Context: an optimization exercise on an open-source flow, tuned for small area. The choices shown serve that exercise and are no tape-out recipe. Function was checked by simulation only, so behaviour that the tests miss may differ from the original. The clock port is modelled as an ideal driver; clocking choices that lean on that would not hold on a real chip. Power figures rest on the tool's default switching activity, not on a simulated workload.

// trace_codec
module trace_codec (
    input  wire        clk,
    input  wire        rst,
    input  wire        instruction_valid,
    input  wire        branch_taken,
    input  wire [31:0] branch_target,
    input  wire        trap,
    input  wire        is_return,
    input  wire        is_indirect_jump,
    input  wire        retire_valid,
    input  wire        writeback_valid,
    input  wire [4:0]  writeback_register,
    input  wire [31:0] writeback_value,
    input  wire        breakpoint_valid,
    input  wire [3:0]  breakpoint_reason,
    output wire [4:0]  enc_count,
    output wire [63:0] enc_data,
    input  wire [63:0] dec_window,
    input  wire [4:0]  dec_avail,
    output wire        dec_ok,
    output wire [1:0]  dec_fault,
    output wire [4:0]  dec_consumed,
    output wire        dec_seq_valid,
    output wire [2:0]  dec_seq,
    output wire        dec_branch_taken,
    output wire        dec_trap,
    output wire        dec_is_return,
    output wire        dec_is_indirect_jump,
    output wire        dec_pc_valid,
    output wire [31:0] dec_program_counter,
    output wire        dec_writeback_valid,
    output wire [4:0]  dec_writeback_register,
    output wire [31:0] dec_writeback_value,
    output wire        dec_breakpoint_valid,
    output wire [3:0]  dec_breakpoint_reason
);
For scale: ~790 cells after synthesis, about 310 I/O pins, roughly 0.0058 mm^2 of cells after synthesis.
Settings: LEC_CHECK=0, CAP_MARGIN=0, CORE_MARGIN=2, CORE_UTILIZATION=33, GPL_TIMING_DRIVEN=0, SLEW_MARGIN=0; clock period 30.0 ns.
standard.sh (not shown) runs the stock make flow with config.mk's settings and CLKGATE_MAP_FILE= SYNTH_SCRIPT=/design/flow/synth_recipe.tcl, a recipe that flattens the netlist after the stock synthesis.
==> flow/flow/run.sh <==
#!/bin/bash
# Standard ORFS layout with these changes:
#  - after the standard synthesis, the logic between registers is re-mapped
#    for area by ABC (registers keep their names and cells);
#  - the port buffers use the smallest buffer cell;
#  - CTS inserts no dummy loads to balance the clock tree, and afterwards
#    each clock buffer is downsized where the clock slews allow it.
set -euo pipefail
R=orfs/results/sky130hd/trace_codec/base
LIB=$FLOW_HOME/platforms/sky130hd/lib/sky130_fd_sc_hd__tt_025C_1v80.lib
export BUFFER_PORTS_ARGS="-buffer_cell sky130_fd_sc_hd__buf_1"
# CTS buffers: config.mk's CTS_BUF_LIST, else clkbuf_16
CTS_BUFS=$(sed -n 's/^export CTS_BUF_LIST *= *//p' config.mk)
CTS_BUFS=${CTS_BUFS:-sky130_fd_sc_hd__clkbuf_16}
export POST_CTS_TCL="$PWD/flow/post_cts.tcl"
export CTS_ARGS="-sink_clustering_enable -repair_clock_nets -dont_use_dummy_load -buf_list {$CTS_BUFS}"
bash standard.sh synth > synth.log 2>&1
cp $R/1_2_yosys.v std_1_2_yosys.v
# try each ABC script, keep the smallest netlist
best=""
for s in flow/abc_*.abc; do
  n=$(basename "$s" .abc)
  bash flow/resyn.sh "$PWD/std_1_2_yosys.v" "$PWD/resyn_$n.v" "$PWD/$s" "$LIB" "$PWD/flow/dont_use.txt"
  a=$(grep 'Chip area for module' "resyn_$n.v.stat" | awk '{print $NF}')
  echo "$n $a" >> resyn_areas.txt
  if [[ -z "$best" ]] || awk -v a="$a" -v b="$best_a" 'BEGIN{exit !(a < b)}'; then best=$n; best_a=$a; fi
done
echo "chosen $best $best_a" >> resyn_areas.txt
cp "resyn_$best.v" resyn.v
grep -c dfxtp std_1_2_yosys.v > regs_std.txt
grep -c dfxtp resyn.v > regs_resyn.txt
cmp regs_std.txt regs_resyn.txt
cp resyn.v $R/1_2_yosys.v
rm -f $R/1_synth.odb
bash standard.sh synth > synth_odb.log 2>&1
bash standard.sh > standard.log 2>&1
==> flow/flow/post_cts.tcl <==
set pc_small "sky130_fd_sc_hd__clkbuf_8"
set pc_limit 0.105
proc pc_worst_clk_slew {} {
  set w 0
  foreach pin [get_pins -hierarchical */CLK] {
    set s [get_property $pin slew_max]
    if {$s > $w} { set w $s }
  }
  return $w
}
estimate_parasitics -placement
puts "post_cts: worst clock slew before [pc_worst_clk_slew]"
set pc_bufs {}
foreach inst [[ord::get_db_block] getInsts] {
  if {[string match "clkbuf_*" [$inst getName]] && [[$inst getMaster] getName] ne $pc_small} {
    lappend pc_bufs [$inst getName]
  }
}
# leaves first (longer names), the root last
set pc_bufs [lsort -decreasing -command {apply {{a b} {expr {[string length $a] - [string length $b]}}}} $pc_bufs]
foreach name $pc_bufs {
  set inst [get_cells $name]
  set old [get_property [get_lib_cells -of_objects $inst] name]
  replace_cell $inst $pc_small
  estimate_parasitics -placement
  set w [pc_worst_clk_slew]
  if {$w > $pc_limit} {
    replace_cell $inst $old
    estimate_parasitics -placement
    puts "post_cts: keep $name as $old ($w)"
  } else {
    puts "post_cts: $name -> $pc_small ($w)"
  }
}
puts "post_cts: worst clock slew after [pc_worst_clk_slew]"
detailed_placement
check_placement -verbose
Other scripts of this flow, unchanged in this note and not shown: flow/flow/abc_a.abc, flow/flow/abc_b.abc, flow/flow/abc_c.abc, flow/flow/abc_d.abc, flow/flow/abc_e.abc, flow/flow/abc_f.abc, flow/flow/abc_g.abc, flow/flow/dont_use.txt, flow/flow/resyn.sh
Change:
--- a/flow/flow/run.sh
+++ b/flow/flow/run.sh
@@ -18,3 +18,11 @@
 cp $R/1_2_yosys.v std_1_2_yosys.v
-# try each ABC script, keep the smallest netlist
+# try each ABC script (four at a time), keep the smallest netlist
+i=0
+for s in flow/abc_*.abc; do
+  n=$(basename "$s" .abc)
+  bash flow/resyn.sh "$PWD/std_1_2_yosys.v" "$PWD/resyn_$n.v" "$PWD/$s" "$LIB" "$PWD/flow/dont_use.txt" &
+  i=$((i + 1))
+  if (( i % 4 == 0 )); then wait; fi
+done
+wait
 best=""
@@ -22,4 +30,4 @@
   n=$(basename "$s" .abc)
-  bash flow/resyn.sh "$PWD/std_1_2_yosys.v" "$PWD/resyn_$n.v" "$PWD/$s" "$LIB" "$PWD/flow/dont_use.txt"
-  a=$(grep 'Chip area for module' "resyn_$n.v.stat" | awk '{print $NF}')
+  a=$(grep 'Chip area for module' "resyn_$n.v.stat" 2>/dev/null | awk '{print $NF}' || true)
+  if [[ -z "$a" ]]; then continue; fi
   echo "$n $a" >> resyn_areas.txt
@@ -29,4 +37,5 @@
 cp "resyn_$best.v" resyn.v
-grep -c dfxtp std_1_2_yosys.v > regs_std.txt
-grep -c dfxtp resyn.v > regs_resyn.txt
+# the registers must be the standard synthesis's, by name and cell
+grep -E '^ *sky130_fd_sc_hd__df' std_1_2_yosys.v | sort > regs_std.txt
+grep -E '^ *sky130_fd_sc_hd__df' resyn.v | sort > regs_resyn.txt
 cmp regs_std.txt regs_resyn.txt
==> flow/flow/abc_h.abc (new file) <==
strash
 dch -f
 amap -F 4 -A 8
 strash
 dch -f
 amap -F 4 -A 8
 strash
 dch -f
 amap -F 4 -A 8
 strash
 dch -f
 amap -F 4 -A 8
==> flow/flow/abc_i.abc (new file) <==
strash
 dch -f
 amap -F 4 -A 8
 strash
 dch -f
 amap -F 4 -A 8
==> flow/flow/abc_j.abc (new file) <==
strash
dch -f
amap -F 4 -A 8
strash
dch -f
amap -F 4 -A 8
strash
dch -f
amap -F 4 -A 8
strash
dch -f
amap -F 4 -A 8
strash
dch -f
amap -F 4 -A 8
strash
dch -f
amap -F 4 -A 8
strash
dch -f
amap -F 4 -A 8
strash
dch -f
amap -F 4 -A 8
==> flow/flow/abc_k.abc (new file) <==
strash
dch -f
amap -F 4 -A 8
strash
dch -f
amap -F 4 -A 8
strash
dch -f
amap -F 4 -A 8
strash
dc2
dch -f
amap -F 4 -A 8
strash
dch -f
amap -F 4 -A 8
strash
dch -f
amap -F 4 -A 8
strash
dch -f
amap -F 4 -A 8
==> flow/flow/abc_l.abc (new file) <==
strash
dch -f
amap -F 2 -A 4
strash
dch -f
amap -F 2 -A 4
strash
dch -f
amap -F 2 -A 4
strash
dch -f
amap -F 2 -A 4
strash
dch -f
amap -F 2 -A 4
strash
dch -f
amap -F 2 -A 4
GPL_TIMING_DRIVEN = not set   (was 0)
Effect: The new run completed with no timing, DRC or antenna violations; worst hold slack gets worse by 13 ps; power is lower by 1.6%; core utilization is lower by 0.87 points; wire length is lower by 1.2%; global-route usage is higher by 0.17 points; non-clock buffer count is lower by 6; critical path depth is higher by 1; die area is lower by 1.7%; worst setup slack gets worse by 790 ps; cell area is lower by 3.0%.
Change:
==> flow/flow/run.sh (replaced) <==
#!/bin/bash
# Standard ORFS layout with these changes:
#  - after the standard synthesis, the logic between registers is re-mapped
#    for area by ABC (registers keep their names and cells);
#  - the port buffers use the smallest buffer cell;
#  - CTS inserts no dummy loads to balance the clock tree.
set -euo pipefail
R=orfs/results/sky130hd/trace_codec/base
LIB=$FLOW_HOME/platforms/sky130hd/lib/sky130_fd_sc_hd__tt_025C_1v80.lib
export BUFFER_PORTS_ARGS="-buffer_cell sky130_fd_sc_hd__buf_1"
# CTS buffers: config.mk's CTS_BUF_LIST, else clkbuf_16
CTS_BUFS=$(sed -n 's/^export CTS_BUF_LIST *= *//p' config.mk)
CTS_BUFS=${CTS_BUFS:-sky130_fd_sc_hd__clkbuf_16}
export CTS_ARGS="-sink_clustering_enable -repair_clock_nets -dont_use_dummy_load -buf_list {$CTS_BUFS}"
bash standard.sh synth > synth.log 2>&1
cp $R/1_2_yosys.v std_1_2_yosys.v
# try each ABC script, keep the smallest netlist
best=""
for s in flow/abc_*.abc; do
  n=$(basename "$s" .abc)
  bash flow/resyn.sh "$PWD/std_1_2_yosys.v" "$PWD/resyn_$n.v" "$PWD/$s" "$LIB" "$PWD/flow/dont_use.txt"
  a=$(grep 'Chip area for module' "resyn_$n.v.stat" | awk '{print $NF}')
  echo "$n $a" >> resyn_areas.txt
  if [[ -z "$best" ]] || awk -v a="$a" -v b="$best_a" 'BEGIN{exit !(a < b)}'; then best=$n; best_a=$a; fi
done
echo "chosen $best $best_a" >> resyn_areas.txt
cp "resyn_$best.v" resyn.v
grep -c dfxtp std_1_2_yosys.v > regs_std.txt
grep -c dfxtp resyn.v > regs_resyn.txt
cmp regs_std.txt regs_resyn.txt
cp resyn.v $R/1_2_yosys.v
rm -f $R/1_synth.odb
bash standard.sh synth > synth_odb.log 2>&1
bash standard.sh > standard.log 2>&1
removed: flow/flow/abc_h.abc
removed: flow/flow/abc_i.abc
removed: flow/flow/abc_j.abc
removed: flow/flow/abc_k.abc
removed: flow/flow/abc_l.abc
removed: flow/flow/post_cts.tcl
- total power is higher by a little under a tenth
- final area is higher by a few percent
- count of clock-buffer cells in the layout does not change
- clock skew is lower by 12 ps
- via count is higher slightly
- wire length hardly moves
- global-route usage is lower by 0.56 points
- worst setup slack gains 1600 ps
- synthesized cell count is higher by roughly a tenth
- die area is higher slightly

[what the ideal ports hide]
The results above use ideal ports. As a check the final layouts listed here were re-extracted and re-timed, cells and wires unchanged. Step 1: set_driving_cell puts a clkbuf_16 on clk and a buf_2 on each other input, an assumption about the parent block. Step 2 moves the port delays by t, midway between the first and last clock arrival at a register: inputs arrive t later, outputs are due t later. That takes back most of the time a late clock gives input paths. a / b / c = ideal / step 1 / step 2; a / b = the first two.
| run | shift t [ns] | slack for setup (ns) | hold WS [ns] |
|---|---|---|---|
| the first run | 0.413 | 18.022 / 18.018 / 17.605 | 0.459 / 0.459 / 0.459 |
| the second run | 0.413 | 17.233 / 17.225 / 16.812 | 0.446 / 0.446 / 0.446 |
| the third run | 0.386 | 18.861 / 18.871 / 18.485 | 0.459 / 0.459 / 0.459 |
After both steps setup and hold are still met in every run listed. For the second run, which loses most, drivers alone change the setup slack by -0.008 ns; drivers and shift together by -0.421 ns.
